This is an optimization exercise on Yosys and OpenROAD, whose aim is small area, a short achievable clock period and few clock cycles per item, not a production implementation. Where RTL was checked, it was by simulation tests only, not by an equivalence proof against the original. For run 1, only the layout was checked, not whether the RTL still works. Power figures rest on the tool's default switching activity, not on a simulated workload.

$ cat config.mk
export PLATFORM = sky130hd
export DESIGN_NAME = smolbit_capture
export DESIGN_NICKNAME = smolbit_capture
export VERILOG_FILES = /design/flow/design.v
export SDC_FILE = /design/flow/constraint.sdc
export NUM_CORES = 4
export LEC_CHECK = 0
export CAP_MARGIN = 20
export CORE_MARGIN = 2
export CORE_UTILIZATION = 40
export SETUP_SLACK_MARGIN = 2.5
export SLEW_MARGIN = 20
$ cat constraint.sdc
create_clock -name core_clock -period 7.0 [get_ports {clk}]
set_input_delay 1.4000 -clock core_clock [delete_from_list [all_inputs] [get_ports {clk}]]
set_output_delay 1.4000 -clock core_clock [all_outputs]
set_load 0.01 [all_outputs]
$ cat design.v
module smolbit_capture (
    input  wire        clk,
    input  wire        rst,
    input  wire        start,
    output wire        ready,
    input  wire [17:0] start_pc,
    input  wire [17:0] frame_end,
    output reg         done,
    output reg         fault,
    output wire [17:0] body_end,
    output wire [17:0] next_pc,
    output wire        mem_req,
    output wire [12:0] mem_addr,
    input  wire        mem_rvalid,
    input  wire [31:0] mem_rdata
);
    localparam [1:0] M_INSN = 2'd0, M_DPMH = 2'd1, M_DPML = 2'd2, M_SKIP = 2'd3;
    localparam [14:0] D1 = 15'h0001;    
    reg        busy;
    reg [1:0]  mode;
    reg [18:0] pc;           
    reg [17:0] fend;
    reg [14:0] depth;        
    reg [14:0] dpmn;         
    reg        xw;           
    reg [31:0] we, wo;       
    reg        ve, vo;
    reg        out;          
    reg        orel;         
    reg        ostale;       
    wire [13:0] pw  = pc[18:5];
    wire [4:0]  po  = pc[4:0];
    wire [13:0] pw1 = pw + 14'd1;
    wire [5:0]  po3 = {1'b0, po} + 6'd3;
    wire [18:0] np3 = {po3[5] ? pw1 : pw, po3[4:0]};
    assign ready    = ~busy;
    assign body_end = pc[17:0];
    assign next_pc  = np3[17:0];
    wire        vcur = pw[0] ? vo : ve;
    wire        vnxt = pw[0] ? ve : vo;
    wire [63:0] ring = {we, wo};
    reg  [14:0] rb;          
    reg  [7:0]  b;
    integer k, m;
    always @(*) begin
        rb = 15'd0;
        for (k = 0; k < 8; k = k + 1)
            for (m = 0; m < 15; m = m + 1)
                rb[14 - m] = rb[14 - m] | (pc[5:3] == k && ring[63 - ((8 * k + m) % 64)]);
        b = 8'd0;
        for (k = 0; k < 8; k = k + 1)
            for (m = 0; m < 8; m = m + 1)
                b[7 - m] = b[7 - m] | (pc[2:0] == k && rb[14 - (k + m)]);
    end
    reg  [32:0] ge;
    integer t;
    always @(*)
        for (t = 0; t < 33; t = t + 1) ge[t] = {1'b0, po} >= t;
    reg [6:0]  len;
    reg        c1, c2;
    reg        opener, closer;
    reg [1:0]  nmode;
    always @(*) begin
        len = 7'd3; c1 = ge[29]; c2 = 1'b0;
        opener = 1'b0; closer = 1'b0; nmode = M_INSN;
        case (mode)
        M_DPMH: begin len = 7'd8; c1 = ge[24]; nmode = M_DPML; end
        M_DPML:
            if (dpmn[14:8] == 7'd0 && b[7:3] == 5'd0) begin
                case (b[2:0])
                3'd0: begin len = 7'd8;  c1 = ge[24]; end
                3'd1: begin len = 7'd16; c1 = ge[16]; end
                3'd2: begin len = 7'd24; c1 = ge[8]; end
                3'd3: begin len = 7'd32; c1 = 1'b1; end
                3'd4: begin len = 7'd40; c1 = 1'b1; c2 = ge[24]; end
                3'd5: begin len = 7'd48; c1 = 1'b1; c2 = ge[16]; end
                3'd6: begin len = 7'd56; c1 = 1'b1; c2 = ge[8]; end
                default: begin len = 7'd64; c1 = 1'b1; c2 = 1'b1; end
                endcase
            end else begin
                len = 7'd8; c1 = ge[24]; nmode = M_SKIP;
            end
        default:
            case (b[7:5])
            3'd0: ;
            3'd1: begin len = 7'd10; c1 = ge[22]; end
            3'd2: begin len = 7'd6;  c1 = ge[26]; end
            3'd3:
                if (b[4:2] == 3'd5)
                    case (b[1:0])
                    2'd0: begin len = 7'd20; c1 = ge[12]; end
                    2'd1: begin len = 7'd28; c1 = ge[4]; end
                    2'd2: begin len = 7'd36; c1 = 1'b1; c2 = ge[28]; end
                    default: begin len = 7'd44; c1 = 1'b1; c2 = ge[20]; end
                    endcase
                else begin len = 7'd14; c1 = ge[18]; end
            3'd4:
                if (b[4:3] == 2'd3) begin len = 7'd13; c1 = ge[19]; end
                else begin len = 7'd9; c1 = ge[23]; end
            3'd5:
                case (b[4:2])
                3'd0, 3'd6: begin len = 7'd16; c1 = ge[16]; opener = 1'b1; end
                3'd1, 3'd2: begin len = 7'd10; c1 = ge[22]; opener = 1'b1; end
                3'd3, 3'd4: begin len = 7'd10; c1 = ge[22]; end
                3'd5:
                    if (b[1]) begin len = 7'd15; c1 = ge[17]; opener = 1'b1; end
                    else begin len = 7'd19; c1 = ge[13]; opener = 1'b1; end
                default: begin len = 7'd6; c1 = ge[26]; nmode = M_DPMH; end
                endcase
            3'd6: closer = 1'b1;
            default:
                if (b[4]) begin len = 7'd9; c1 = ge[23]; end
                else begin len = 7'd5; c1 = ge[27]; end
            endcase
        endcase
    end
    wire        skip  = mode == M_SKIP;
    wire        past  = pc[18] || pc[17:0] > fend;
    wire        fits3 = !np3[18] && np3[17:0] <= fend;
    wire        dv    = busy && !skip && !xw && vcur && (vnxt || po <= 5'd24);
    wire        fin   = closer && depth == D1;
    wire [4:0]  pon   = po + len[4:0];
    wire [18:0] pskip = pc + {4'd0, dpmn, 3'b000};
    wire        mv    = dv || skip || xw;
    wire        m0    = !skip && !xw && !c1;
    wire        m1    = !skip && (xw || c1);
    wire        arr   = mem_rvalid && out && !ostale;
    wire        aslot = pw[0] ^ orel;         
    wire        want0 = !vcur && !(out && !ostale && !orel);
    wire        want1 = !vnxt && !(out && !ostale &&  orel);
    wire        rslot = !want0;
    assign mem_req  = (busy ? want0 || want1 : start) && (!out || mem_rvalid);
    assign mem_addr = !busy ? start_pc[17:5] : rslot ? pw1[12:0] : pw[12:0];
    always @(posedge clk) begin
        done <= 1'b0;
        if (arr && !aslot) we <= mem_rdata;
        if (arr &&  aslot) wo <= mem_rdata;
        if (rst) begin
            busy <= 1'b0;
            out  <= 1'b0;
            ve   <= 1'b0;
            vo   <= 1'b0;
        end else if (!busy) begin
            if (mem_rvalid) out <= 1'b0;
            if (start) begin
                if (mem_req) out <= 1'b1;
                orel   <= 1'b0;
                ostale <= !mem_req;
                busy   <= 1'b1;
                mode   <= M_INSN;
                xw     <= 1'b0;
                pc     <= {1'b0, start_pc};
                fend   <= frame_end;
                depth  <= D1;
                ve     <= 1'b0;
                vo     <= 1'b0;
            end
        end else begin
            if (mv && !m0) begin
                if (!m1 || !pw[0]) ve <= 1'b0; else if (arr && !aslot) ve <= 1'b1;
                if (!m1 ||  pw[0]) vo <= 1'b0; else if (arr &&  aslot) vo <= 1'b1;
            end else begin
                if (arr && !aslot) ve <= 1'b1;
                if (arr &&  aslot) vo <= 1'b1;
            end
            if (mem_req) begin
                out    <= 1'b1;
                orel   <= rslot && (!mv || m0);
                ostale <= mv && !m0 && !(m1 && rslot);
            end else if (mem_rvalid) begin
                out    <= 1'b0;
            end else if (mv && !m0) begin
                orel   <= 1'b0;
                ostale <= ostale || !(m1 && orel);
            end
            if (skip) begin
                pc   <= pskip;
                mode <= M_INSN;
            end
            if (xw) begin
                pc[18:5] <= pw1;
                xw       <= 1'b0;
            end
            if (dv) begin
                mode <= nmode;
                if (mode == M_DPMH) dpmn[14:8] <= b[6:0];
                if (mode == M_DPML) dpmn[7:0]  <= b;
                if (opener) depth <= {depth[13:0], depth[14] ^ depth[13]};
                if (closer) depth <= {depth[0] ^ depth[14], depth[14:1]};
                if (fin) begin
                    busy  <= 1'b0;
                    done  <= 1'b1;
                    fault <= !fits3;
                end else begin
                    pc[4:0] <= pon;
                    if (c1) pc[18:5] <= pw1;
                    xw <= c2;
                    if (mode == M_DPMH && b[7]) pc[18] <= 1'b1;
                end
            end
            if (past) begin
                busy  <= 1'b0;
                done  <= 1'b1;
                fault <= 1'b1;
            end
        end
    end
endmodule
$ cat run.sh
#!/bin/bash
# synth_recipe.tcl (not shown) runs the flow's synth.tcl, then flattens the netlist and writes it again
# the make line also repeats each setting of config.mk as NAME=value (left out here)
make -C /OpenROAD-flow-scripts/flow DESIGN_CONFIG=/design/flow/config.mk WORK_HOME=/design/flow/orfs CLKGATE_MAP_FILE= SYNTH_SCRIPT=/design/flow/synth_recipe.tcl finish
==> results of run 1 <==
## power by group
group | switching (mW) | internal (mW)
Sequential | 0.0391 | 0.977
Combinational | 0.463 | 0.423
Clock | 0.398 | 0.533
## state kept, by name, indices dropped and copies added, names as in the netlist
| name | flops |
|---|---|
| wo | 32 |
| done | 1 |
| fault | 1 |
| orel | 1 |
| xw | 1 |
| pc | 19 |
| depth | 15 |
| ostale | 1 |
| vo | 1 |
| we | 32 |
| out | 1 |
| fend | 18 |
| dpmn | 15 |
| busy | 1 |
| ve | 1 |
| mode | 2 |
## per-layer routing
| layer | up-vias | wire [µm] | track usage |
|---|---|---|---|
| met5 | - | 0 | 0 |
| met2 | 376 | 16690 | 0.4099 |
| met4 | 0 | 1395 | 0.09708 |
| met3 | 100 | 1786 | 0.03802 |
| li1 | 4404 | - | - |
| met1 | 4541 | 14170 | 0.2934 |
## worst min path at each step
stage | from | endpoint | depth (start not counted)
5_1_grt | out$_SDFF_PP0_ | out$_SDFF_PP0_ | 2
3_3_place_gp | out$_SDFF_PP0_ | out$_SDFF_PP0_ | 2
3_5_place_dp | out$_SDFF_PP0_ | out$_SDFF_PP0_ | 2
2_1_floorplan | out$_SDFF_PP0_ | out$_SDFF_PP0_ | 2
4_1_cts | out$_SDFF_PP0_ | out$_SDFF_PP0_ | 2
6_report | out$_SDFF_PP0_ | out$_SDFF_PP0_ | 2
## critical path, delay by kind of cell (launching register included)
family	cells	cell delay [ns]
flops	1	0.43
fa+ha+maj	1	0.26
simple gates	3	0.63
mux	2	0.83
compound gates	8	1.67
buf+inv	3	0.45
xor+xnor	1	0.08
## placed cells by master, fill, tap and decap left out, types with 17 or more instances in the layout
cell type        netlist  final
nand3_1               22     19
nor3_1                23     20
a21oi_1               67     61
clkdlybuf4s50_1        0    118
buf_4                 21     91
o21ai_0               44     39
nand2_1               62     61
nor2_1                83     71
ha_1                  64     62
xnor2_1               34     31
inv_1                 54     53
edfxtp_1             137    137
a21o_1                24     24
mux2i_1               47     47
xor2_1                22     22
clkbuf_16              0     19
nand2b_1              18     17
nor2b_1               20     17
## cell families after synthesis
| family | synth area share |
|---|---|
| multiplexers | 0.07012 |
| adder cells (fa/ha/maj) | 0.07920 |
| flip-flops | 0.3969 |
| AND/OR/NAND/NOR | 0.1595 |
| AO/OA/AOI/OAI | 0.1847 |
| XOR/XNOR | 0.04620 |
| buffers and inverters | 0.06341 |
## what timing repair did
item | CTS | global route
buffers inserted | 66 | 26
resized for setup | 70 | 89
endpoints found under the setup margin | 70 | 30
cloned | 5 | 2
pin swaps | 27 | 38
## final cells by class
cell class | instances | area (µm²)
clock buffers | 18 | 429.2
clock inverters | 14 | 160.2
fillers | 2256 | 11960
inverters | 57 | 224.0
multi-input cells | 793 | 6307
flip-flops and latches | 142 | 4214
well taps | 335 | 419.2
repair buffers | 239 | 2349
==> impl_metrics.prom, run 1 <==
# TYPE chip_impl_metric gauge
chip_impl_metric{name="horiz_die_dim",unit="µm"} 166.9
chip_impl_metric{name="max_stage_delay",unit="ns"} 0.55
chip_impl_metric{name="synthDistinctLibCells",unit=""} 88
chip_impl_metric{name="hold_viol_final",unit=""} 0
chip_impl_metric{name="detailedRoute.firstIterationViolations",unit=""} 745
chip_impl_metric{name="detail-route-antenna-nets",unit=""} 0
chip_impl_metric{name="postSynthNetCount",unit=""} 1209
chip_impl_info{name="crit_path_end",value="pc[3]$_DFFE_PP_"} 1
chip_impl_metric{name="route.detailed.drc",unit=""} 0
chip_impl_metric{name="first_pass_grt_wire_length",unit="mm"} 52.18
chip_impl_metric{name="clk-insertion-delay-late",unit="ns"} 0.43
chip_impl_info{name="synth_commonest_cells",value="137 x edfxtp_1, 83 x nor2_1, 67 x a21oi_1"} 1
chip_impl_metric{name="grt_max_degree",unit=""} 41
chip_impl_metric{name="yosys_warnings",unit=""} 1
chip_impl_metric{name="critPathRequiredTime",unit="ns"} 7.18
chip_impl_metric{name="die_y",unit="µm"} 166.9
chip_impl_info{name="timing.critical_path.from_type",value="register"} 1
chip_impl_info{name="worst_hold_path_class",value="reg2reg"} 1
chip_impl_metric{name="wl_per_cell",unit="µm"} 21.31
chip_impl_metric{name="area_growth_syn_to_layout",unit="%"} 32.83
chip_impl_metric{name="grt_overflow",unit=""} 0
chip_impl_metric{name="gpl.final_weighted_congestion",unit=""} 0.9196
chip_impl_metric{name="cts.path.max_buffers",unit=""} 2
chip_impl_metric{name="die_area",unit="mm²"} 0.02786
chip_impl_metric{name="syn_avg_cell_area",unit="µm²"} 9.913
chip_impl_metric{name="p_total",unit="mW"} 2.833
chip_impl_metric{name="core_region_area",unit="mm²"} 0.02606
chip_impl_metric{name="number_of_hold_buffers_added_after_cts",unit=""} 0
chip_impl_metric{name="portBuffers",unit=""} 124
chip_impl_metric{name="worst_slew_margin_rel",unit=""} 0.4165
chip_impl_metric{name="drt_pass_1_iters",unit=""} 5
chip_impl_metric{name="count_of_inserted_antenna_diode_cells",unit=""} 0
chip_impl_metric{name="setup_viol",unit=""} 0
chip_impl_metric{name="dpl.hpwl",unit="mm"} 22.40
chip_impl_metric{name="place.detailed.instances",unit=""} 1467
chip_impl_info{name="critPathKind",value="reg2reg"} 1
chip_impl_metric{name="r2r_setup_slack",unit="ns"} 2.36
chip_impl_metric{name="ys_async_sr_fraction",unit=""} 0
chip_impl_metric{name="top_level_ports",unit=""} 125
chip_impl_metric{name="worst_r2r_path_depth",unit=""} 18
chip_impl_info{name="run_status",value="no timing/DRC/antenna violations"} 1
chip_impl_info{name="timing.critical_path.from",value="pc[3]$_DFFE_PP_"} 1
chip_impl_metric{name="first_global_vias",unit=""} 9468
chip_impl_info{name="cts_tree",value="built"} 1
chip_impl_metric{name="pre_cts_ws",unit="ns"} 1.552
chip_impl_metric{name="tns",unit="ns"} 0
chip_impl_metric{name="all_layer_global_routing_usage",unit=""} 0.2366
chip_impl_metric{name="final_util",unit=""} 0.5412
chip_impl_metric{name="drt-vias-per-instance",unit=""} 5.895
chip_impl_metric{name="final.min_clock_period",unit="ns"} 4.642
chip_impl_info{name="synth_top_area_cell",value="edfxtp_1"} 1
chip_impl_metric{name="cts.sink_count",unit=""} 142
chip_impl_metric{name="clk_transition_reported_paths",unit="ns"} 0.07
chip_impl_metric{name="signal_arrival_time_at_the_worst_endpoint",unit="ns"} 4.82
chip_impl_info{name="postSynth.topFlopCell",value="edfxtp_1"} 1
chip_impl_info{name="rsz0062_at_grt",value="yes"} 1
chip_impl_metric{name="postRouteWirelength",unit="mm"} 34.05
chip_impl_info{name="synth.area.top_cells",value="edfxtp_1 39%, ha_1 7.5%, mux2i_1 4.4%"} 1
chip_impl_info{name="synthMostInstantiatedCell",value="edfxtp_1"} 1
chip_impl_info{name="buffer_cell_driving_the_clock_tree_root",value="clkbuf_16"} 1
chip_impl_metric{name="final_cycle_utilization_of_the_critical_path",unit=""} 0.6632
chip_impl_metric{name="post-route-cell-area",unit="mm²"} 0.01410
chip_impl_metric{name="finalHoldWorstSlack",unit="ns"} 0.5019
chip_impl_info{name="worst_path_max_delay_cell",value="mux4_2"} 1
chip_impl_metric{name="postSynthRegisterBits",unit=""} 142
chip_impl_info{name="worstReg2RegStart",value="pc[3]$_DFFE_PP_"} 1
chip_impl_metric{name="cts_buffers",unit=""} 17
chip_impl_metric{name="synth_sequential_area_ratio",unit=""} 0.3969
chip_impl_metric{name="fmax",unit="MHz"} 215.4
chip_impl_metric{name="nNetsFinal",unit=""} 1388
chip_impl_metric{name="p_leak",unit="nW"} 5.413
chip_impl_metric{name="clock_skew",unit="ns"} 0.01084
chip_impl_metric{name="synth_edf_count",unit=""} 137
chip_impl_info{name="r2r-end",value="pc[3]$_DFFE_PP_"} 1
chip_impl_metric{name="rows",unit=""} 59
chip_impl_metric{name="netlist_instances",unit=""} 1071
chip_impl_metric{name="placed_area",unit="mm²"} 0.01197
chip_impl_info{name="worstSetupEndpointType",value="register"} 1
chip_impl_metric{name="number_of_antenna_violations_at_the_first_check_in_global_routing",unit=""} 0
chip_impl_metric{name="critical_path.max_fanout",unit=""} 6
chip_impl_metric{name="setup_slack",unit="ns"} 2.358
chip_impl_metric{name="mapped_area",unit="mm²"} 0.01062
chip_impl_metric{name="power_density",unit="mW/mm²"} 200.9
chip_impl_metric{name="final-max-slew-violation-count",unit=""} 0
chip_impl_info{name="critPathMostFrequentCell",value="a21o_1"} 1
chip_impl_metric{name="vias",unit=""} 9421
chip_impl_metric{name="htreeDepth",unit=""} 4
chip_impl_metric{name="fin_cells",unit=""} 1598
chip_impl_metric{name="vdd_drop_max",unit="V"} 0.0001155
chip_impl_info{name="critical_path.cell_chain",value="buf_8 > buf_12 > mux2_4 > mux4_2 > nor2_4 > o22ai_1 > a211o_1 > or3_4 > a21o_1 > nand2_1 > a21oi_1 > o31a_1 > buf_4 > ha_1 > a21o_1 > a21oi_2 > xnor2_1 > a221o_1"} 1
chip_impl_metric{name="initial_core_util",unit=""} 0.4074
chip_impl_metric{name="cap_violations",unit=""} 0
chip_impl_metric{name="drive_above_1_share",unit=""} 0.2082
chip_impl_metric{name="synth_top_cell_area_share",unit=""} 0.3875
chip_impl_metric{name="max_slew.worst_pin.slew",unit="ns"} 0.8743
==> run 2: changes to the inputs <==
--- a/design.v
+++ b/design.v
@@ -121,9 +121,10 @@
     wire        fin   = closer && depth == D1;
     wire [4:0]  pon   = po + len[4:0];
     wire [18:0] pskip = pc + {4'd0, dpmn, 3'b000};
+    wire [8:0]  osk   = {4'd0, po} + {1'b0, dpmn[4:0], 3'b000};
     wire        mv    = dv || skip || xw;
-    wire        m0    = !skip && !xw && !c1;
-    wire        m1    = !skip && (xw || c1);
+    wire        m0    = skip ? dpmn[14:5] == 10'd0 && osk[8:5] == 4'd0 : !xw && !c1;
+    wire        m1    = skip ? dpmn[14:5] == 10'd0 && osk[8:5] == 4'd1 : xw || c1;
     wire        arr   = mem_rvalid && out && !ostale;
     wire        aslot = pw[0] ^ orel;         
     wire        want0 = !vcur && !(out && !ostale && !orel);
==> run 2 against run 1 <==
Sequential cell count did not move; final cell count fell by 1.1%; register-to-register slack improved by 0.098 ns; highest routed layer unchanged; still clean on timing, DRC and antenna; critical path depth rose by 3; count of clock-buffer cells in the layout fell by 1.
==> impl_metrics.prom, run 2 <==
# TYPE chip_impl_metric gauge
chip_impl_metric{name="nNetsFinal",unit=""} 1370
chip_impl_metric{name="clk-insertion-delay-late",unit="ns"} 0.44
chip_impl_metric{name="htreeDepth",unit=""} 4
chip_impl_metric{name="synthDistinctLibCells",unit=""} 92
chip_impl_metric{name="grt_max_degree",unit=""} 37
chip_impl_metric{name="vdd_drop_max",unit="V"} 0.0001678
chip_impl_info{name="worstSetupEndpointType",value="register"} 1
chip_impl_metric{name="count_of_inserted_antenna_diode_cells",unit=""} 0
chip_impl_metric{name="register_area",unit="mm²"} 0.004215
chip_impl_metric{name="placed_area",unit="mm²"} 0.01201
chip_impl_metric{name="setup_slack",unit="ns"} 2.456
chip_impl_metric{name="clk_transition_reported_paths",unit="ns"} 0.07
chip_impl_metric{name="die_y",unit="µm"} 167.2
chip_impl_metric{name="die_area",unit="mm²"} 0.02794
chip_impl_info{name="biggestRegsByFlops",value="we x32, wo x32, pc x19"} 1
chip_impl_metric{name="vias",unit=""} 9415
chip_impl_metric{name="wl_per_cell",unit="µm"} 21.61
chip_impl_metric{name="tns",unit="ns"} 0
chip_impl_info{name="layout.cells.most_common",value="edfxtp_1"} 1
chip_impl_metric{name="initial_core_util",unit=""} 0.4075
chip_impl_metric{name="power_density",unit="mW/mm²"} 199.9
chip_impl_metric{name="synth_top_cell_area_share",unit=""} 0.3863
chip_impl_metric{name="drt-vias-per-instance",unit=""} 5.959
chip_impl_metric{name="clock_skew",unit="ns"} 0.01455
chip_impl_info{name="worst_hold_path_class",value="reg2reg"} 1
chip_impl_metric{name="number_of_antenna_violations_at_the_first_check_in_global_routing",unit=""} 0
chip_impl_metric{name="postSynthNetCount",unit=""} 1210
chip_impl_info{name="cts_tree",value="built"} 1
chip_impl_metric{name="area_growth_syn_to_layout",unit="%"} 29.55
chip_impl_metric{name="whs_path_depth",unit=""} 2
chip_impl_metric{name="postRouteWirelength",unit="mm"} 34.14
chip_impl_metric{name="final.min_clock_period",unit="ns"} 4.544
chip_impl_metric{name="yosys_warnings",unit=""} 1
chip_impl_metric{name="signal_arrival_time_at_the_worst_endpoint",unit="ns"} 4.71
chip_impl_metric{name="postSynthRegisterBits",unit=""} 142
chip_impl_metric{name="top_level_ports",unit=""} 125
chip_impl_metric{name="final_cycle_utilization_of_the_critical_path",unit=""} 0.6492
chip_impl_metric{name="cap_violations",unit=""} 0
chip_impl_metric{name="synth_sequential_area_ratio",unit=""} 0.3957
chip_impl_info{name="synth_top_area_cell",value="edfxtp_1"} 1
chip_impl_metric{name="drt_pass_1_iters",unit=""} 26
chip_impl_info{name="timing.critical_path.from_type",value="register"} 1
chip_impl_metric{name="critPathRequiredTime",unit="ns"} 7.17
chip_impl_metric{name="synth_edf_count",unit=""} 137
chip_impl_metric{name="ys_async_sr_fraction",unit=""} 0
chip_impl_info{name="rsz0062_at_grt",value="yes"} 1
chip_impl_info{name="synthMostInstantiatedCell",value="edfxtp_1"} 1
chip_impl_metric{name="first_global_vias",unit=""} 9092
chip_impl_metric{name="final_util",unit=""} 0.5279
chip_impl_metric{name="portBuffers",unit=""} 124
chip_impl_metric{name="detailedRoute.firstIterationViolations",unit=""} 955
chip_impl_metric{name="grt_overflow",unit=""} 0
chip_impl_metric{name="multi_input_area",unit="mm²"} 0.006158
chip_impl_metric{name="cts.path.max_buffers",unit=""} 2
chip_impl_metric{name="p_total",unit="mW"} 2.757
chip_impl_metric{name="worst_slew_margin_rel",unit=""} 0.1970
chip_impl_metric{name="cts.sink_count",unit=""} 142
chip_impl_metric{name="fmax",unit="MHz"} 220.0
chip_impl_metric{name="first_pass_grt_wire_length",unit="mm"} 51.79
chip_impl_metric{name="worst_r2r_path_depth",unit=""} 21
chip_impl_metric{name="critical_path.max_fanout",unit=""} 9
chip_impl_metric{name="horiz_die_dim",unit="µm"} 167.2
chip_impl_metric{name="rows",unit=""} 59
chip_impl_metric{name="setup_viol",unit=""} 0
chip_impl_info{name="synth.area.top_cells",value="edfxtp_1 39%, ha_1 7.5%, xnor2_1 3.4%"} 1
chip_impl_metric{name="drive_above_1_share",unit=""} 0.1920
chip_impl_metric{name="netlist_instances",unit=""} 1072
chip_impl_metric{name="cts_buffers",unit=""} 17
chip_impl_metric{name="max_slew.worst_pin.slew",unit="ns"} 1.200
chip_impl_metric{name="syn_avg_cell_area",unit="µm²"} 9.934
chip_impl_metric{name="gpl.final_weighted_congestion",unit=""} 0.9281
chip_impl_metric{name="detail-route-antenna-nets",unit=""} 0
chip_impl_metric{name="route.detailed.drc",unit=""} 0
chip_impl_info{name="run_status",value="no timing/DRC/antenna violations"} 1
chip_impl_info{name="synth_commonest_cells",value="137 x edfxtp_1, 86 x nor2_1, 74 x nand2_1"} 1
chip_impl_info{name="buffer_cell_driving_the_clock_tree_root",value="clkbuf_16"} 1
chip_impl_metric{name="hold_viol_final",unit=""} 0
chip_impl_info{name="postSynth.topFlopCell",value="edfxtp_1"} 1
chip_impl_metric{name="core_region_area",unit="mm²"} 0.02613
chip_impl_info{name="critPathKind",value="reg2reg"} 1
chip_impl_metric{name="number_of_hold_buffers_added_after_cts",unit=""} 0
chip_impl_metric{name="mapped_area",unit="mm²"} 0.01065
chip_impl_metric{name="dpl.hpwl",unit="mm"} 22.43
chip_impl_metric{name="n_fill_cell",unit=""} 2330
chip_impl_info{name="mostFrequentLayoutCells",value="137 x edfxtp_1, 118 x clkdlybuf4s50_1, 79 x nor2_1"} 1
chip_impl_metric{name="pre_cts_ws",unit="ns"} 1.640
chip_impl_metric{name="final-max-slew-violation-count",unit=""} 0
chip_impl_metric{name="p_leak",unit="nW"} 5.155
chip_impl_metric{name="post-route-cell-area",unit="mm²"} 0.01380
chip_impl_metric{name="all_layer_global_routing_usage",unit=""} 0.2375
-- run 2: cell count changes in the layout (fill, tap and decap cells not counted), moves of 8 or more --
| cell | previous run | this run |
|---|---|---|
| nand2b_1 | 17 | 8 |
| buf_4 | 91 | 75 |
| mux2i_1 | 47 | 34 |
| nand2_1 | 61 | 73 |
| nand3_1 | 19 | 32 |
| o21ai_0 | 39 | 49 |
| nor2_1 | 71 | 79 |
-- run 2: cells by family (layout without fill, tap and decap cells) --
logic type               Yosys count  in the layout  share of synthesized area
buffers and inverters            139            310                    0.06133
AND/OR/NAND/NOR                  327            327                     0.1650
adder cells (fa/ha/maj)           66             66                    0.07896
flip-flops                       142            142                     0.3957
XOR/XNOR                          59             59                    0.04852
AO/OA/AOI/OAI                    280            282                     0.1798
multiplexers                      59             59                    0.07073
-- run 2: per-layer routing --
metal	wire length, µm	share of wire	global-route usage
met1	13790	0.40	0.3078
met2	16650	0.49	0.4005
met3	2568	0.075	0.03734
met4	1134	0.033	0.09263
met5	0	0	0
-- run 2: through the flow --
step	hold slack, ns	std cells
2_1_floorplan	0.4391	1072
3_3_place_gp	0.4565	1466
3_5_place_dp	0.4563	1466
4_1_cts	0.4780	1543
5_1_grt	0.5017	1580
6_report	0.4795	1580
-- run 2: timing repair --
action	4_1_cts	5_1_grt
pin swaps	13	38
resized for setup	53	54
setup buffers	39	34
endpoints found under the setup margin	53	26
cloned	6	3
-- run 2: worst paths after layout --
| kind | start | end | slack, ns |
|---|---|---|---|
| max reg2reg | pc[3]$_DFFE_PP_ | pc[4]$_DFFE_PP_ | 2.46 |
| max | pc[3]$_DFFE_PP_ | pc[4]$_DFFE_PP_ | 2.46 |
| min | out$_SDFF_PP0_ | out$_SDFF_PP0_ | 0.48 |
| min reg2reg | out$_SDFF_PP0_ | out$_SDFF_PP0_ | 0.48 |
-- run 2: layout make-up --
class | count | area share
inverter | 60 | 0.01750
sequential | 142 | 0.3056
clock buffer | 17 | 0.03084
tap | 335 | 0.03038
timing repair buffer | 217 | 0.1584
timing repair inverter | 1 | 0.0003628
multi-input combinational | 793 | 0.4464
clock inverter | 15 | 0.01052
-- run 2: worst max-delay path, stage by stage, from the launching register on --
cell      delay [ns]
edfxtp_1        0.38
buf_6           0.16
buf_12          0.13
buf_16          0.13
mux2_4          0.29
mux4_2          0.55
o21ai_2         0.21
o221ai_2        0.15
nor4_4          0.27
buf_6           0.17
inv_6           0.07
xnor2_4         0.14
nor2_4          0.11
o21ai_1         0.06
o21ai_1         0.17
a21oi_2         0.10
fa_2            0.36
a21o_1          0.18
a21oi_2         0.19
xnor2_2         0.10
xnor2_1         0.21
o221ai_1        0.16
-- run 2: where the power goes --
| part | internal (mW) | switching [mW] |
|---|---|---|
| registers | 0.975 | 0.0356 |
| logic | 0.395 | 0.451 |
| clock network | 0.473 | 0.428 |
Testbench counts of run 2, summed over its fixed seeds: cycles 49,102, captures 480.
==> run 3: changes to the inputs <==
--- a/design.v
+++ b/design.v
@@ -16,6 +16,7 @@
 );
     localparam [1:0] M_INSN = 2'd0, M_DPMH = 2'd1, M_DPML = 2'd2, M_SKIP = 2'd3;
     localparam [14:0] D1 = 15'h0001;    
+    localparam [14:0] D2 = 15'h0002;    
     reg        busy;
     reg [1:0]  mode;
     reg [18:0] pc;           
@@ -56,13 +57,22 @@
     integer t;
     always @(*)
         for (t = 0; t < 33; t = t + 1) ge[t] = {1'b0, po} >= t;
+    function cross1(input [32:0] g, input integer L);
+        cross1 = L >= 32 ? 1'b1 : g[32 - L];
+    endfunction
+    wire        dz1 = depth == D1;
+    wire        dz2 = depth == D2;
     reg [6:0]  len;
     reg        c1, c2;
-    reg        opener, closer;
+    reg        opener;
+    reg [1:0]  ncl;          
     reg [1:0]  nmode;
+    reg        a_end, b_end;
     always @(*) begin
         len = 7'd3; c1 = ge[29]; c2 = 1'b0;
-        opener = 1'b0; closer = 1'b0; nmode = M_INSN;
+        opener = 1'b0; ncl = 2'd0; nmode = M_INSN;
+        a_end = b[7:5] == 3'd6;
+        b_end = 1'b0;
         case (mode)
         M_DPMH: begin len = 7'd8; c1 = ge[24]; nmode = M_DPML; end
         M_DPML:
@@ -82,7 +92,26 @@
             end
         default:
             case (b[7:5])
-            3'd0: ;
+            3'd0, 3'd6: begin
+                ncl = {1'b0, a_end};
+                b_end = b[4:2] == 3'd6;
+                if (!(a_end && dz1))
+                    case (b[4:2])
+                    3'd0, 3'd6:
+                        if (!(b_end && (a_end ? dz2 : dz1))) begin
+                            len = 7'd6; c1 = cross1(ge, 6); ncl = a_end ? (b_end ? 2'd2 : 2'd1) : {1'b0, b_end};
+                        end
+                    3'd1: begin len = 7'd13; c1 = cross1(ge, 13); end
+                    3'd2: begin len = 7'd9;  c1 = cross1(ge, 9); end
+                    3'd4:
+                        if (b[1:0] == 2'd3) begin len = 7'd16; c1 = cross1(ge, 16); end
+                        else begin len = 7'd12; c1 = cross1(ge, 12); end
+                    3'd7:
+                        if (b[1]) begin len = 7'd12; c1 = cross1(ge, 12); end
+                        else begin len = 7'd8; c1 = cross1(ge, 8); end
+                    default: ;
+                    endcase
+            end
             3'd1: begin len = 7'd10; c1 = ge[22]; end
             3'd2: begin len = 7'd6;  c1 = ge[26]; end
             3'd3:
@@ -107,10 +136,21 @@
                     else begin len = 7'd19; c1 = ge[13]; opener = 1'b1; end
                 default: begin len = 7'd6; c1 = ge[26]; nmode = M_DPMH; end
                 endcase
-            3'd6: closer = 1'b1;
             default:
                 if (b[4]) begin len = 7'd9; c1 = ge[23]; end
-                else begin len = 7'd5; c1 = ge[27]; end
+                else begin
+                    len = 7'd5; c1 = ge[27];
+                    b_end = b[2:0] == 3'd6;
+                    case (b[2:0])
+                    3'd0, 3'd6:
+                        if (!(b_end && dz1)) begin
+                            len = 7'd8; c1 = cross1(ge, 8); ncl = {1'b0, b_end};
+                        end
+                    3'd1: begin len = 7'd15; c1 = cross1(ge, 15); end
+                    3'd2: begin len = 7'd11; c1 = cross1(ge, 11); end
+                    default: ;
+                    endcase
+                end
             endcase
         endcase
     end
@@ -118,13 +158,12 @@
     wire        past  = pc[18] || pc[17:0] > fend;
     wire        fits3 = !np3[18] && np3[17:0] <= fend;
     wire        dv    = busy && !skip && !xw && vcur && (vnxt || po <= 5'd24);
-    wire        fin   = closer && depth == D1;
+    wire        fin   = mode == M_INSN && a_end && dz1;
     wire [4:0]  pon   = po + len[4:0];
     wire [18:0] pskip = pc + {4'd0, dpmn, 3'b000};
-    wire [8:0]  osk   = {4'd0, po} + {1'b0, dpmn[4:0], 3'b000};
     wire        mv    = dv || skip || xw;
-    wire        m0    = skip ? dpmn[14:5] == 10'd0 && osk[8:5] == 4'd0 : !xw && !c1;
-    wire        m1    = skip ? dpmn[14:5] == 10'd0 && osk[8:5] == 4'd1 : xw || c1;
+    wire        m0    = !skip && !xw && !c1;
+    wire        m1    = !skip && (xw || c1);
     wire        arr   = mem_rvalid && out && !ostale;
     wire        aslot = pw[0] ^ orel;         
     wire        want0 = !vcur && !(out && !ostale && !orel);
@@ -187,7 +226,8 @@
                 if (mode == M_DPMH) dpmn[14:8] <= b[6:0];
                 if (mode == M_DPML) dpmn[7:0]  <= b;
                 if (opener) depth <= {depth[13:0], depth[14] ^ depth[13]};
-                if (closer) depth <= {depth[0] ^ depth[14], depth[14:1]};
+                if (ncl == 2'd1) depth <= {depth[0] ^ depth[14], depth[14:1]};
+                if (ncl == 2'd2) depth <= {depth[1] ^ depth[0] ^ depth[14], depth[0] ^ depth[14], depth[14:2]};
                 if (fin) begin
                     busy  <= 1'b0;
                     done  <= 1'b1;
==> run 3 against run 2 <==
Still clean; via count rose by 9.9%; combinational power rose by 32%; worst setup slack got worse by 0.49 ns; sequential share of layout area fell by 2.9 points; largest power group is now combinational cells; highest routed layer unchanged.
==> impl_metrics.prom, run 3 <==
# TYPE chip_impl_metric gauge
chip_impl_metric{name="multi_input_area",unit="mm²"} 0.006955
chip_impl_metric{name="synth_sequential_area_ratio",unit=""} 0.3805
chip_impl_metric{name="die_y",unit="µm"} 170.4
chip_impl_metric{name="setup_viol",unit=""} 0
chip_impl_metric{name="postSynthNetCount",unit=""} 1318
chip_impl_metric{name="top_level_ports",unit=""} 125
chip_impl_metric{name="first_global_vias",unit=""} 9992
chip_impl_metric{name="hold_viol_final",unit=""} 0
chip_impl_info{name="cts_tree",value="built"} 1
chip_impl_info{name="postSynth.topFlopCell",value="edfxtp_1"} 1
chip_impl_metric{name="cts.path.max_buffers",unit=""} 2
chip_impl_metric{name="drt-vias-per-instance",unit=""} 5.883
chip_impl_metric{name="pre_cts_ws",unit="ns"} 1.162
chip_impl_metric{name="htreeDepth",unit=""} 4
chip_impl_info{name="critPathKind",value="reg2reg"} 1
chip_impl_metric{name="all_layer_global_routing_usage",unit=""} 0.2607
chip_impl_info{name="run_status",value="no timing/DRC/antenna violations"} 1
chip_impl_metric{name="rows",unit=""} 60
chip_impl_metric{name="tns",unit="ns"} 0
chip_impl_metric{name="drt_pass_1_iters",unit=""} 6
chip_impl_metric{name="number_of_hold_buffers_added_after_cts",unit=""} 0
chip_impl_info{name="synthMostInstantiatedCell",value="edfxtp_1"} 1
chip_impl_metric{name="portBuffers",unit=""} 124
chip_impl_info{name="synth.area.top_cells",value="edfxtp_1 37%, ha_1 7.9%, nand2_1 3.9%"} 1
chip_impl_metric{name="postSynthRegisterBits",unit=""} 142
chip_impl_metric{name="worst_slew_margin_rel",unit=""} 0.2923
chip_impl_metric{name="nNetsFinal",unit=""} 1517
chip_impl_info{name="critPathMostFrequentCell",value="buf_6"} 1
chip_impl_metric{name="p_leak",unit="nW"} 5.756
chip_impl_metric{name="p_total",unit="mW"} 3.086
chip_impl_metric{name="gpl.final_weighted_congestion",unit=""} 0.9057
chip_impl_metric{name="r2r_setup_slack",unit="ns"} 1.97
chip_impl_metric{name="horiz_die_dim",unit="µm"} 170.4
chip_impl_metric{name="clk_transition_reported_paths",unit="ns"} 0.07
chip_impl_info{name="worstSetupEndpointType",value="register"} 1
chip_impl_metric{name="mapped_area",unit="mm²"} 0.01107
chip_impl_metric{name="cts_buffers",unit=""} 17
chip_impl_metric{name="area_growth_syn_to_layout",unit="%"} 37.37
chip_impl_metric{name="final_cycle_utilization_of_the_critical_path",unit=""} 0.7192
chip_impl_metric{name="critical_path.max_fanout",unit=""} 8
chip_impl_metric{name="grt_max_degree",unit=""} 47
chip_impl_metric{name="syn_avg_cell_area",unit="µm²"} 9.433
chip_impl_info{name="worst_hold_path_class",value="reg2reg"} 1
chip_impl_metric{name="number_of_antenna_violations_at_the_first_check_in_global_routing",unit=""} 0
chip_impl_metric{name="dpl.hpwl",unit="mm"} 25.92
chip_impl_metric{name="synth_edf_count",unit=""} 137
chip_impl_metric{name="grt_overflow",unit=""} 0
chip_impl_metric{name="register_area",unit="mm²"} 0.004214
chip_impl_metric{name="synthDistinctLibCells",unit=""} 89
chip_impl_metric{name="die_area",unit="mm²"} 0.02903
chip_impl_metric{name="max_slew.worst_pin.slew",unit="ns"} 1.058
chip_impl_metric{name="yosys_warnings",unit=""} 1
chip_impl_metric{name="critPathRequiredTime",unit="ns"} 7.15
chip_impl_metric{name="finalHoldWorstSlack",unit="ns"} 0.5193
chip_impl_metric{name="ys_async_sr_fraction",unit=""} 0
chip_impl_info{name="buffer_cell_driving_the_clock_tree_root",value="clkbuf_16"} 1
chip_impl_metric{name="detailedRoute.firstIterationViolations",unit=""} 1075
chip_impl_metric{name="postRouteWirelength",unit="mm"} 38.09
chip_impl_info{name="timing.critical_path.from_type",value="register"} 1
chip_impl_info{name="layout.cells.most_common",value="edfxtp_1"} 1
chip_impl_metric{name="route.detailed.drc",unit=""} 0
chip_impl_metric{name="detail-route-antenna-nets",unit=""} 0
chip_impl_metric{name="synth_top_cell_area_share",unit=""} 0.3715
chip_impl_metric{name="final.min_clock_period",unit="ns"} 5.035
chip_impl_metric{name="core_region_area",unit="mm²"} 0.02710
chip_impl_metric{name="final-max-slew-violation-count",unit=""} 0
chip_impl_info{name="rsz0062_at_grt",value="yes"} 1
chip_impl_metric{name="clock_skew",unit="ns"} 0.01523
chip_impl_metric{name="vdd_drop_max",unit="V"} 0.0001665
chip_impl_metric{name="signal_arrival_time_at_the_worst_endpoint",unit="ns"} 5.19
chip_impl_info{name="mostFrequentLayoutCells",value="137 x edfxtp_1, 113 x clkdlybuf4s50_1, 109 x nand2_1"} 1
chip_impl_metric{name="count_of_inserted_antenna_diode_cells",unit=""} 0
chip_impl_metric{name="cts.sink_count",unit=""} 142
chip_impl_info{name="synth_commonest_cells",value="137 x edfxtp_1, 115 x nand2_1, 99 x nor2_1"} 1
chip_impl_metric{name="n_fill_cell",unit=""} 2356
chip_impl_info{name="synth_top_area_cell",value="edfxtp_1"} 1
chip_impl_metric{name="netlist_instances",unit=""} 1174
chip_impl_metric{name="setup_slack",unit="ns"} 1.965
chip_impl_metric{name="clk-insertion-delay-late",unit="ns"} 0.43
chip_impl_metric{name="wl_per_cell",unit="µm"} 21.67
chip_impl_metric{name="drive_above_1_share",unit=""} 0.2547
chip_impl_metric{name="fmax",unit="MHz"} 198.6
chip_impl_metric{name="max_stage_delay",unit="ns"} 0.48
chip_impl_info{name="biggestRegsByFlops",value="we x32, wo x32, pc x19"} 1
chip_impl_metric{name="initial_core_util",unit=""} 0.4086
chip_impl_metric{name="vias",unit=""} 10343
chip_impl_metric{name="power_density",unit="mW/mm²"} 202.9
chip_impl_info{name="worst_path_max_delay_cell",value="edfxtp_1"} 1
chip_impl_metric{name="first_pass_grt_wire_length",unit="mm"} 58.19
chip_impl_metric{name="cap_violations",unit=""} 0
[run 3: changes by cell type in the layout (fill, tap and decap cells not counted), sizes merged, moves of 7 or more]
cell / change
nand3b: -11
nand2: +42
buf: +56
a21oi: +8
nor3: +16
nand3: -22
a31oi: +18
nor2: +9
mux2: +7
[run 3: metrics by stage]
stage	std cells	area [µm²]	util
2_1_floorplan	1174	11170	-
3_3_place_gp	1605	12600	0.4651
3_5_place_dp	1605	12600	0.4651
4_1_cts	1720	14490	0.5346
5_1_grt	1758	15210	0.5614
6_report	1758	15210	0.5614
[run 3: cells by family after synthesis]
kind of cell,count (synthesis),share of synthesized area
XOR/XNOR,58,0.04757
adder cells (fa/ha/maj),73,0.08361
AND/OR/NAND/NOR,362,0.1600
AO/OA/AOI/OAI,324,0.2001
buffers and inverters,155,0.06259
multiplexers,60,0.06564
flip-flops,142,0.3805
[run 3: area by class of cell]
class	instances	area share
multi-input cells	877	0.4572
flip-flops and latches	142	0.2770
well taps	372	0.03059
repair buffers	271	0.1795
inverters	64	0.01727
clock buffers	18	0.02821
clock inverters	14	0.01028
[run 3: routing by layer]
layer,track usage,wire [µm],vias to the layer above
li1,-,-,4777
met1,0.3286,15710,4946
met2,0.4500,18410,510
met3,0.03814,2467,110
met4,0.1029,1503,0
met5,0,0,-
[run 3: critical path: cells and delay by family (launching register included)]
kind,cells,cell delay [ns]
buffers and inverters,17,2.09
AOI/OAI and AO/OA,9,1.71
DFF,1,0.48
and+or+nand+nor,4,0.45
[run 3: final timing paths]
| kind | start | to | depth (start not counted) |
|---|---|---|---|
| worst max register to register | pc[3]$_DFFE_PP_ | pc[5]$_DFFE_PP_ | 30 |
| worst min-delay path | out$_SDFF_PP0_ | out$_SDFF_PP0_ | 2 |
| worst min register to register | out$_SDFF_PP0_ | out$_SDFF_PP0_ | 2 |
| worst max-delay path | pc[3]$_DFFE_PP_ | pc[5]$_DFFE_PP_ | 30 |
[run 3: repair_timing]
item	in CTS	in global routing
gates cloned	4	2
setup endpoints to repair	77	68
gates resized for setup	157	82
pin swaps	46	47
setup buffers	79	36
[run 3: report_power, final]
part / switching, mW / internal [mW] / total (mW) / leakage, nW
Combinational: 0.598 / 0.524 / 1.12 / 4.17
Clock: 0.410 / 0.533 / 0.943 / 0.282
Sequential: 0.0455 / 0.977 / 1.02 / 1.31
Total: 1.05 / 2.03 / 3.09 / 5.76
Testbench counts of run 3, summed over its fixed seeds: cycles 42,876, captures 480.
==> run 4: changes to the inputs <==
--- a/config.mk
+++ b/config.mk
@@ -8,5 +8,5 @@
 export CAP_MARGIN = 20
 export CORE_MARGIN = 2
 export CORE_UTILIZATION = 40
-export SETUP_SLACK_MARGIN = 2.5
+export SETUP_SLACK_MARGIN = 3.0
 export SLEW_MARGIN = 20
==> run 4 against run 3 <==
Still clean on timing, DRC and antenna; combinational power fell by 4%; final cell count is 0.40% higher; count of clock-buffer cells in the layout decreased by 1; first-iteration DRC count rose by 17%; largest cell class unchanged.
==> impl_metrics.prom, run 4 <==
# TYPE chip_impl_metric gauge
chip_impl_info{name="run_status",value="no timing/DRC/antenna violations"} 1
chip_impl_info{name="biggestRegsByFlops",value="we x32, wo x32, pc x19"} 1
chip_impl_metric{name="portBuffers",unit=""} 124
chip_impl_metric{name="signal_arrival_time_at_the_worst_endpoint",unit="ns"} 5.31
chip_impl_metric{name="drt-vias-per-instance",unit=""} 5.895
chip_impl_info{name="timing.critical_path.from",value="pc[3]$_DFFE_PP_"} 1
chip_impl_metric{name="wl_per_cell",unit="µm"} 21.61
chip_impl_metric{name="max_stage_delay",unit="ns"} 0.54
chip_impl_metric{name="max_slew.worst_pin.slew",unit="ns"} 1.050
chip_impl_metric{name="timing.critical_path.buf_inv",unit=""} 2
chip_impl_metric{name="area_growth_syn_to_layout",unit="%"} 37.30
chip_impl_metric{name="critPathRequiredTime",unit="ns"} 7.19
chip_impl_metric{name="r2r_setup_slack",unit="ns"} 1.88
chip_impl_metric{name="clk_transition_reported_paths",unit="ns"} 0.08
chip_impl_metric{name="postRouteWirelength",unit="mm"} 38.15
chip_impl_metric{name="route.detailed.drc",unit=""} 0
chip_impl_metric{name="final.min_clock_period",unit="ns"} 5.115
chip_impl_metric{name="first_pass_grt_wire_length",unit="mm"} 56.03
chip_impl_info{name="critical_path.cell_chain",value="buf_4 > mux2_2 > mux4_2 > o21bai_2 > o2111ai_2 > nor4_4 > inv_2 > and4_4 > nor2_4 > nor3_2 > o21ai_1 > and2_4 > a21oi_2 > nor2_1 > a2111oi_2 > ha_2 > fa_2 > a21o_1 > a21oi_2 > xnor2_1 > xnor2_1 > a221o_1"} 1
chip_impl_metric{name="wl_met2",unit="mm"} 18.25
chip_impl_metric{name="worst_slew_margin_rel",unit=""} 0.2975
chip_impl_metric{name="clock_skew",unit="ns"} 0.01526
chip_impl_metric{name="die_y",unit="µm"} 170.4
chip_impl_metric{name="p_total",unit="mW"} 3.095
chip_impl_info{name="postSynth.topFlopCell",value="edfxtp_1"} 1
chip_impl_metric{name="first_global_vias",unit=""} 9837
chip_impl_metric{name="p_switching",unit="mW"} 1.064
chip_impl_info{name="timing.critical_path.from_type",value="register"} 1
chip_impl_info{name="worst_path_max_delay_cell",value="mux4_2"} 1
chip_impl_metric{name="postSynthRegisterBits",unit=""} 142
chip_impl_metric{name="cts.sink_count",unit=""} 142
chip_impl_metric{name="syn_avg_cell_area",unit="µm²"} 9.433
chip_impl_metric{name="critical_path.max_fanout",unit=""} 5
chip_impl_metric{name="swShare",unit=""} 0.3439
chip_impl_metric{name="postSynthNetCount",unit=""} 1318
chip_impl_metric{name="number_of_antenna_violations_at_the_first_check_in_global_routing",unit=""} 0
chip_impl_metric{name="detail-route-antenna-nets",unit=""} 0
chip_impl_info{name="uppermost_layer_routed",value="met4"} 1
chip_impl_info{name="critPathKind",value="reg2reg"} 1
chip_impl_info{name="min-delay-start",value="out$_SDFF_PP0_"} 1
chip_impl_metric{name="dpl.hpwl",unit="mm"} 25.58
chip_impl_metric{name="cts.path.max_buffers",unit=""} 2
chip_impl_metric{name="synth_top_cell_area_share",unit=""} 0.3715
chip_impl_metric{name="seq_power_share",unit=""} 0.329
chip_impl_metric{name="all_layer_global_routing_usage",unit=""} 0.2509
chip_impl_metric{name="synth_sequential_area_ratio",unit=""} 0.3805
chip_impl_metric{name="setup_viol",unit=""} 0
chip_impl_info{name="synthMostInstantiatedCell",value="edfxtp_1"} 1
chip_impl_metric{name="pre_cts_ws",unit="ns"} 0.7563
chip_impl_metric{name="met3RoutedLength",unit="mm"} 2.761
chip_impl_info{name="worstReg2RegStart",value="pc[3]$_DFFE_PP_"} 1
chip_impl_metric{name="hold_viol_final",unit=""} 0
chip_impl_info{name="worstSetupEndpointType",value="register"} 1
chip_impl_metric{name="grt_overflow",unit=""} 0
chip_impl_metric{name="worst_r2r_path_depth",unit=""} 22
chip_impl_metric{name="tns",unit="ns"} 0
chip_impl_info{name="cts_tree",value="built"} 1
chip_impl_metric{name="p_leak",unit="nW"} 5.868
chip_impl_metric{name="setup_slack",unit="ns"} 1.885
chip_impl_metric{name="yosys_warnings",unit=""} 1
chip_impl_metric{name="synthDistinctLibCells",unit=""} 89
chip_impl_metric{name="levels_on_crit_path",unit=""} 22
chip_impl_metric{name="gpl.final_weighted_congestion",unit=""} 0.9527
chip_impl_metric{name="power_density",unit="mW/mm²"} 203.6
chip_impl_info{name="layout.cells.most_common",value="edfxtp_1"} 1
chip_impl_metric{name="vias",unit=""} 10405
chip_impl_metric{name="horiz_die_dim",unit="µm"} 170.4
chip_impl_info{name="rsz0062_at_grt",value="yes"} 1
chip_impl_info{name="synth_top_area_cell",value="edfxtp_1"} 1
chip_impl_info{name="crit_path_end",value="pc[4]$_DFFE_PP_"} 1
chip_impl_metric{name="ys_async_sr_fraction",unit=""} 0
chip_impl_metric{name="drive_above_1_share",unit=""} 0.2692
chip_impl_metric{name="drt_pass_1_iters",unit=""} 7
chip_impl_info{name="mostFrequentLayoutCells",value="137 x edfxtp_1, 113 x buf_4, 106 x nand2_1"} 1
chip_impl_metric{name="detailedRoute.firstIterationViolations",unit=""} 1257
chip_impl_metric{name="mapped_area",unit="mm²"} 0.01107
chip_impl_metric{name="top_level_ports",unit=""} 125
chip_impl_metric{name="fmax",unit="MHz"} 195.5
chip_impl_metric{name="initial_core_util",unit=""} 0.4086
chip_impl_metric{name="cts_buffers",unit=""} 17
chip_impl_metric{name="rows",unit=""} 60
chip_impl_info{name="buffer_cell_driving_the_clock_tree_root",value="clkbuf_16"} 1
chip_impl_info{name="synth_commonest_cells",value="137 x edfxtp_1, 115 x nand2_1, 99 x nor2_1"} 1
chip_impl_metric{name="htreeDepth",unit=""} 4
chip_impl_metric{name="final-max-slew-violation-count",unit=""} 0
chip_impl_metric{name="combinationalPowerShare",unit=""} 0.346
chip_impl_metric{name="die_area",unit="mm²"} 0.02903
chip_impl_metric{name="final_cycle_utilization_of_the_critical_path",unit=""} 0.7308
chip_impl_metric{name="synth_edf_count",unit=""} 137
chip_impl_metric{name="clk-insertion-delay-late",unit="ns"} 0.44
chip_impl_info{name="worst_path_dominant_cell_family",value="compound AO/OA/AOI/OAI gates"} 1
chip_impl_metric{name="routedLengthMet1",unit="mm"} 15.75
chip_impl_info{name="worst_hold_path_class",value="reg2reg"} 1
chip_impl_metric{name="netlist_instances",unit=""} 1174
chip_impl_info{name="synth.area.top_cells",value="edfxtp_1 37%, ha_1 7.9%, nand2_1 3.9%"} 1
chip_impl_metric{name="count_of_inserted_antenna_diode_cells",unit=""} 0
chip_impl_metric{name="nNetsFinal",unit=""} 1524
chip_impl_metric{name="core_region_area",unit="mm²"} 0.02710
chip_impl_info{name="r2r-end",value="pc[4]$_DFFE_PP_"} 1
chip_impl_metric{name="grt_max_degree",unit=""} 37
chip_impl_metric{name="cap_violations",unit=""} 0
chip_impl_metric{name="share_clk_of_total_power",unit=""} 0.325
chip_impl_metric{name="finalHoldWorstSlack",unit="ns"} 0.5144
chip_impl_metric{name="cell_internal_power_dissipation",unit="mW"} 2.031
chip_impl_metric{name="vdd_drop_max",unit="V"} 0.0001729
## run 4: cell counts after synthesis
Identical to the previous run, type by type.
## run 4: cell families (layout without fill, tap and decap cells)
kind of cell / count (synthesis) / count (layout) / synth area share
DFF: 142 / 142 / 0.3805
adders and majority gates: 73 / 73 / 0.08361
muxes: 60 / 60 / 0.06564
and+or+nand+nor: 362 / 364 / 0.1600
buffers and inverters: 155 / 372 / 0.06259
xor gates and xnor gates: 58 / 58 / 0.04757
AOI/OAI and AO/OA: 324 / 324 / 0.2001
## run 4: metrics by stage
step	utilization	std cells	cell area [µm²]
2_1_floorplan	-	1174	11230
3_3_place_gp	0.4657	1600	12620
3_5_place_dp	0.4657	1600	12620
4_1_cts	0.5231	1705	14180
5_1_grt	0.5610	1765	15200
6_report	0.5610	1765	15200
## run 4: layout make-up
type | instances | area, µm²
fill | 2352 | 11900
multi-input combinational | 879 | 7004
sequential | 142 | 4214
timing repair buffer | 275 | 2608
tap | 372 | 465.4
clock buffer | 17 | 425.4
inverter | 64 | 280.3
clock inverter | 15 | 200.2
timing repair inverter | 1 | 7.507
## run 4: tightest hold or removal path: stages (launching register included)
cell      delay [ns]
dfxtp_1         0.32
nand2b_1        0.08
a21oi_1         0.07
## run 4: power groups by stage
stage	Clock, mW	Combinational [mW]	Sequential [mW]
4_1_cts	1.02	0.918	1.02
6_report	1.01	1.07	1.02
2_1_floorplan	0	0.557	1.01
5_1_grt	1.05	1.14	1.02
3_3_place_gp	0	0.799	1.05
3_5_place_dp	0	0.795	1.05
## run 4: layer usage
layer / GRT usage / vias up
met5: 0 / -
met4: 0.09773 / 0
met3: 0.03953 / 100
met2: 0.4275 / 572
met1: 0.3195 / 4942
li1: - / 4791
## run 4: worst min path at each step
stage / end / cells past startpoint
floorplan: out$_SDFF_PP0_ / 2
global placement: out$_SDFF_PP0_ / 2
detailed placement: out$_SDFF_PP0_ / 2
CTS: out$_SDFF_PP0_ / 2
global route: out$_SDFF_PP0_ / 2
finish: out$_SDFF_PP0_ / 2
## run 4: repair_timing
action / 4_1_cts / 5_1_grt
buffers inserted: 73 / 55
endpoints found under the setup margin: 95 / 82
hold buffers: 0 / 0
hold endpoints to repair: 0 / 0
pin swaps: 36 / 57
gates cloned: 0 / 5
resized for setup: 130 / 127
==> run 5: changes to the inputs <==
--- a/config.mk
+++ b/config.mk
@@ -8,5 +8,5 @@
 export CAP_MARGIN = 20
 export CORE_MARGIN = 2
 export CORE_UTILIZATION = 40
-export SETUP_SLACK_MARGIN = 3.0
+export SETUP_SLACK_MARGIN = 1.2
 export SLEW_MARGIN = 20
==> run 5 against run 4 <==
Largest cell class unchanged; clock power is 7% lower; clock skew is 0.0034 ns higher; via count decreased by 7.5%; still clean; die area unchanged; register-to-register slack lost 0.40 ns.
==> impl_metrics.prom, run 5 <==
# TYPE chip_impl_metric gauge
chip_impl_metric{name="critPathRequiredTime",unit="ns"} 5.60
chip_impl_metric{name="clock_skew",unit="ns"} 0.01862
chip_impl_metric{name="place.detailed.instances",unit=""} 1606
chip_impl_metric{name="synth-xor-area-share",unit=""} 0.04757
chip_impl_info{name="mostFrequentLayoutCells",value="137 x edfxtp_1, 124 x clkdlybuf4s50_1, 115 x nand2_1"} 1
chip_impl_metric{name="cap_violations",unit=""} 0
chip_impl_info{name="worstSetupEndpointType",value="output pin"} 1
chip_impl_metric{name="finalHoldWorstSlack",unit="ns"} 0.5123
chip_impl_metric{name="grt_max_degree",unit=""} 37
chip_impl_metric{name="die_area",unit="mm²"} 0.02903
chip_impl_metric{name="max_slew.worst_pin.slew",unit="ns"} 0.9687
chip_impl_metric{name="pre_cts_ws",unit="ns"} 0.8154
chip_impl_metric{name="number_of_hold_buffers_added_after_cts",unit=""} 0
chip_impl_metric{name="dpl.hpwl",unit="mm"} 25.60
chip_impl_info{name="critPathKind",value="reg2out"} 1
chip_impl_metric{name="syn_avg_cell_area",unit="µm²"} 9.433
chip_impl_metric{name="nNetsFinal",unit=""} 1405
chip_impl_metric{name="first_pass_grt_wire_length",unit="mm"} 53.39
chip_impl_metric{name="final_util",unit=""} 0.4901
chip_impl_metric{name="power_density",unit="mW/mm²"} 209.6
chip_impl_metric{name="die_y",unit="µm"} 170.4
chip_impl_metric{name="fin_cells",unit=""} 1646
chip_impl_metric{name="worst_slew_margin_rel",unit=""} 0.3482
chip_impl_metric{name="clk-insertion-delay-late",unit="ns"} 0.43
chip_impl_info{name="layout.cells.most_common",value="edfxtp_1"} 1
chip_impl_metric{name="top_level_ports",unit=""} 125
chip_impl_metric{name="synthSimpleGateAreaFrac",unit=""} 0.1600
chip_impl_metric{name="postSynthRegisterBits",unit=""} 142
chip_impl_info{name="run_status",value="no timing/DRC/antenna violations"} 1
chip_impl_metric{name="first_global_vias",unit=""} 9305
chip_impl_metric{name="final.min_clock_period",unit="ns"} 5.603
chip_impl_metric{name="initial_core_util",unit=""} 0.4086
chip_impl_info{name="buffer_cell_driving_the_clock_tree_root",value="clkbuf_16"} 1
chip_impl_metric{name="all_layer_global_routing_usage",unit=""} 0.2380
chip_impl_metric{name="yosys_warnings",unit=""} 1
chip_impl_metric{name="hold_viol_final",unit=""} 0
chip_impl_metric{name="ys_async_sr_fraction",unit=""} 0
chip_impl_metric{name="critical_path.max_fanout",unit=""} 13
chip_impl_metric{name="rows",unit=""} 60
chip_impl_metric{name="synthDistinctLibCells",unit=""} 89
chip_impl_metric{name="tns",unit="ns"} 0
chip_impl_metric{name="netlist_instances",unit=""} 1174
chip_impl_info{name="biggestRegsByFlops",value="we x32, wo x32, pc x19"} 1
chip_impl_metric{name="drt-vias-per-instance",unit=""} 5.848
chip_impl_metric{name="fmax",unit="MHz"} 178.5
chip_impl_info{name="synth_commonest_cells",value="137 x edfxtp_1, 115 x nand2_1, 99 x nor2_1"} 1
chip_impl_metric{name="p_leak",unit="nW"} 4.933
chip_impl_metric{name="synth_sequential_area_ratio",unit=""} 0.3805
chip_impl_info{name="rsz0062_at_grt",value="yes"} 1
chip_impl_metric{name="setup_viol",unit=""} 0
chip_impl_metric{name="vias",unit=""} 9626
chip_impl_metric{name="synth.area.mux_share",unit=""} 0.06564
chip_impl_metric{name="horiz_die_dim",unit="µm"} 170.4
chip_impl_metric{name="detailedRoute.firstIterationViolations",unit=""} 933
chip_impl_info{name="synthMostInstantiatedCell",value="edfxtp_1"} 1
chip_impl_metric{name="portBuffers",unit=""} 124
chip_impl_metric{name="mapped_area",unit="mm²"} 0.01107
chip_impl_metric{name="synth_top_cell_area_share",unit=""} 0.3715
chip_impl_metric{name="postSynthNetCount",unit=""} 1318
chip_impl_metric{name="postRouteWirelength",unit="mm"} 34.61
chip_impl_info{name="postSynth.topFlopCell",value="edfxtp_1"} 1
chip_impl_info{name="worst_hold_path_class",value="reg2reg"} 1
chip_impl_metric{name="drt_pass_1_iters",unit=""} 7
chip_impl_metric{name="drive_above_1_share",unit=""} 0.1020
chip_impl_metric{name="grt_overflow",unit=""} 0
chip_impl_metric{name="placed_area",unit="mm²"} 0.01254
chip_impl_metric{name="p_total",unit="mW"} 2.784
chip_impl_metric{name="htreeDepth",unit=""} 4
chip_impl_metric{name="detail-route-antenna-nets",unit=""} 0
chip_impl_metric{name="setup_slack",unit="ns"} 1.397
chip_impl_metric{name="clk_transition_reported_paths",unit="ns"} 0.07
==> run 5: cell count changes in the layout (fill, tap and decap cells not counted), moves of 13 or more <==
| cell | before | now |
|---|---|---|
| a21oi_1 | 60 | 74 |
| clkdlybuf4s50_1 | 98 | 124 |
| a21oi_2 | 13 | 0 |
| buf_4 | 113 | 32 |
| buf_6 | 25 | 1 |
==> run 5: layer usage <==
layer  wire length, µm  GRT usage
met5                 0          0
met4              1257    0.09439
met3              2045    0.04140
met2             16390     0.4005
met1             14920     0.3042
==> run 5: power by group <==
group / internal (mW) / leakage, nW / switching (mW)
combinational: 0.343 / 3.33 / 0.486
clock: 0.486 / 0.294 / 0.449
sequential: 0.976 / 1.31 / 0.0444
==> run 5: what timing repair did <==
action	4_1_cts	5_1_grt
endpoints found under the hold margin	0	0
gates cloned	0	0
pin swaps	0	2
resized for setup	1	15
buffers inserted	4	4
setup endpoints to repair	6	6
==> run 5: logic make-up after synthesis <==
| kind of cell | after synthesis |
|---|---|
| buf+inv | 155 |
| mux | 60 |
| simple gates | 362 |
| fa+ha+maj | 73 |
| flops | 142 |
| xor+xnor | 58 |
| compound gates | 324 |
==> run 5: final timing paths <==
kind | start | to | slack (ns) | cells past startpoint
worst max register to register | pc[3]$_DFFE_PP_ | pc[4]$_DFFE_PP_ | 1.48 | 19
worst min register to register | out$_SDFF_PP0_ | out$_SDFF_PP0_ | 0.51 | 2
worst max-delay path | pc[5]$_DFFE_PP_ | mem_addr[12] | 1.40 | 11
worst min-delay path | out$_SDFF_PP0_ | out$_SDFF_PP0_ | 0.51 | 2
==> run 5: final cells by class <==
class | count | area (µm²) | area share
inverters | 64 | 246.5 | 0.01856
well taps | 372 | 465.4 | 0.03504
repair buffers | 159 | 1528 | 0.1150
clock inverters | 15 | 187.7 | 0.01413
clock buffers | 17 | 425.4 | 0.03203
multi-input cells | 877 | 6215 | 0.4679
flip-flops and latches | 142 | 4214 | 0.3173
==> run 5: critical path, cell delays in order (launching register included) <==
cell             delay (ns)
edfxtp_1               0.50
buf_4                  0.27
ha_1                   0.32
and3_1                 0.34
and3_1                 0.36
and3_1                 0.36
and3_1                 0.34
and3_1                 0.29
nand2_1                0.09
xor2_1                 0.17
a21oi_1                0.16
clkdlybuf4s50_1        0.57

-- afterwards: timing with drivers on the ports --
The results above use ideal ports. As a check the final layouts listed here were re-extracted and re-timed, cells and wires unchanged.
Step 1 (the two cells are an assumption about what drives the block):
set clk [get_ports {clk}]
set_driving_cell -lib_cell sky130_fd_sc_hd__clkbuf_16 $clk
set_driving_cell -lib_cell sky130_fd_sc_hd__buf_2 [delete_from_list [all_inputs] $clk]
Step 2 moves the port delays by t, midway between the first and last clock arrival at a register: inputs arrive t later, outputs are due t later. That takes back most of the time a late clock gives input paths.
Slacks: ideal ports / drivers / drivers and shift; pairs: ideal ports / drivers.
run	shift t [ns]	slack for setup (ns)	latest minus earliest clock arrival (ns)	worst register clock-pin slew, ns	worst data-port slew with drivers (ns)
run 1	0.478	2.358 / 2.358 / 2.358	0.010 / 0.011	0.07 / 0.07	0.04
run 2	0.482	2.456 / 2.454 / 2.456	0.016 / 0.016	0.07 / 0.07	0.04
run 3	0.477	1.965 / 1.965 / 1.965	0.016 / 0.017	0.07 / 0.07	0.06
run 4	0.483	1.885 / 1.885 / 1.885	0.015 / 0.015	0.08 / 0.08	0.07
run 5	0.477	1.397 / 1.346 / 1.478	0.018 / 0.019	0.08 / 0.08	0.06
After both steps setup and hold are still met in every run listed.
